Background: an optimization exercise with open tools, aiming at small area, a short achievable clock period and few clock cycles. Do not read the settings as production practice.
Only simulation tests tie the RTL to the original design; equivalence was not proved.
Power figures rest on the tool's default switching activity, not on a simulated workload.

## run A
## cwt_enc
module cwt_enc (
    input  wire         clk,
    input  wire         rst,
    input  wire         cmd_valid,
    output wire         cmd_ready,
    input  wire [3:0]   cmd_op,
    input  wire         cmd_chan,
    input  wire         cmd_part,
    input  wire [255:0] cmd_data,
    output reg          rsp_valid,
    output reg  [63:0]  rsp_result,
    output reg  [2:0]   rsp_fault,
    output reg  [5:0]   rsp_len,
    output reg  [255:0] rsp_bytes
);
Size in the first run: roughly 6,400 cells after synthesis, about 600 I/O pins, about 0.054 mm^2 of cells after synthesis.
Settings: LEC_CHECK=0, ABC_CLOCK_PERIOD_IN_PS=3500, CAP_MARGIN=30, CORE_MARGIN=2, CORE_UTILIZATION=45, SETUP_SLACK_MARGIN=5, SLEW_MARGIN=30; clock period 9.0 ns.
standard.sh (not shown) runs the stock make flow with config.mk's settings and CLKGATE_MAP_FILE= SYNTH_SCRIPT=/design/flow/synth_recipe.tcl, a recipe that flattens the netlist after the stock synthesis.
==> flow/flow/run.sh <==
#!/bin/bash
# Layout flow: the standard flow (standard.sh, ORFS) unchanged except
# that the port buffers are buf_1 cells rather than the default delay-cell
# buffers (clkdlybuf4s50_1), which are larger and slow every port's path.
# Each make step's full output is in orfs/logs/; make's own output goes to
# standard.log here.
set -euo pipefail
export BUFFER_PORTS_ARGS="-buffer_cell sky130_fd_sc_hd__buf_1"
bash standard.sh finish > standard.log 2>&1
Testbench counts of run A, summed over its fixed seeds: cycles 7,800.
Input changes introduced in run B (baseline for comparison: run A):
==> flow/run.sh (new file) <==
#!/bin/bash
# synth_recipe.tcl (not shown) runs the flow's synth.tcl, then flattens the netlist and writes it again
# the make line also repeats each setting of config.mk as NAME=value (left out here)
make -C /OpenROAD-flow-scripts/flow DESIGN_CONFIG=/design/flow/config.mk WORK_HOME=/design/flow/orfs CLKGATE_MAP_FILE= SYNTH_SCRIPT=/design/flow/synth_recipe.tcl finish
removed: flow/flow/run.sh
removed: flow/standard.sh
==> comparison <==
Run A -> run B: via count of the first global-routing pass increased slightly. Compare run B and run A | final design instance area without fill higher: run B. For the worst hold slack, run B came in 0.0042 ns lower than run A did. Diff run B and run A: area share of buffers outside the clock network higher in run B. Relative to run A, total power per unit cell area has gone down in run B. Delta (run B minus run A): final wirelength picked up an extra 0.64%; share of cell area taken by flip-flops and latches has decreased; smallest setup slack after layout rose 0.068 ns; count of flip-flops with a built-in enable after synthesis held steady. Run B -> run A: cell count after placement flat. Compare run B and run A | critical path depth higher: run A.
Relative to run B, the following input files were edited for run C:
# run B
export LEC_CHECK = 0
export ABC_CLOCK_PERIOD_IN_PS = 3500
export CAP_MARGIN = 30
export CORE_MARGIN = 2
export CORE_UTILIZATION = 45
export SETUP_SLACK_MARGIN = 5
export SLEW_MARGIN = 30
create_clock -name core_clock -period 9.0 [get_ports {clk}]
# run C
export LEC_CHECK = 0
export ABC_CLOCK_PERIOD_IN_PS = 3500
export CAP_MARGIN = 20
export CORE_MARGIN = 2
export CORE_UTILIZATION = 45
export SETUP_SLACK_MARGIN = 5
export SLEW_MARGIN = 20
create_clock -name core_clock -period 9.0 [get_ports {clk}]
==> flow/flow/run.sh (new file) <==
#!/bin/bash
# Layout flow: the standard flow (standard.sh, ORFS) unchanged except
# that the port buffers are buf_2 cells rather than the default delay-cell
# buffers (clkdlybuf4s50_1), which are larger and slow every port's path.
# Each make step's full output is in orfs/logs/; make's own output goes to
# standard.log here.
set -euo pipefail
export BUFFER_PORTS_ARGS="-buffer_cell sky130_fd_sc_hd__buf_2"
bash standard.sh finish > standard.log 2>&1
==> flow/standard.sh (new file) <==
#!/bin/bash
# synth_recipe.tcl (not shown) runs the flow's synth.tcl, then flattens the netlist and writes it again
# the make line also repeats each setting of config.mk as NAME=value (left out here)
make -C /OpenROAD-flow-scripts/flow DESIGN_CONFIG=/design/flow/config.mk WORK_HOME=/design/flow/orfs CLKGATE_MAP_FILE= SYNTH_SCRIPT=/design/flow/synth_recipe.tcl "${@:-finish}"
removed: flow/run.sh
### Flow results
Run C: share of cells above drive strength 1 6.4 points above run B. Compared to run B, run C has final wirelength 0.36% higher. Diff run B -> run C: maximum clock frequency now smaller; overall routing resource usage rose by 0.25 points. The run showing the greater clock share of power is run B. Run C ends up with a layout buffer count excluding clock buffers that is 89 lower than in run B. Relative to run B, setup slack has gone down in run C. As far as total DRC errors in the routed layout goes, run C and run B are indistinguishable; the numbers are identical. Every run (run B and run C) finished clean. Sequential fraction of design power for run C: 1.1 points up relative to run B.

[what the ideal ports hide]
No port has a modelled driver above. Below, the same layouts with a new extraction and two added sets of constraints. Step 1 (the two cells are an assumption about what drives the block):
set clk [get_ports {clk}]
set_driving_cell -lib_cell sky130_fd_sc_hd__clkbuf_16 $clk
set_driving_cell -lib_cell sky130_fd_sc_hd__buf_2 [delete_from_list [all_inputs] $clk]
Step 2, shift: input delay + t, output delay - t, t = (earliest + latest rising clock arrival at the registers) / 2. This alone moves slack from input paths to output paths. a / b / c = no drivers / after step 1 / after step 2; a / b = the first two.
run	t, ns	setup slack, ns	worst data-port slew with drivers (ns)	cell pins on the clock port's net
run A	0.802	4.651 / 4.651 / 4.256	0.09	1
run B	0.793	4.719 / 4.719 / 4.243	0.15	1
run C	0.793	4.690 / 4.690 / 4.134	0.13	1
After both steps every run listed still meets setup and hold. For run C, which loses most, drivers alone change the setup slack by 0.000 ns; drivers and shift together by -0.556 ns.
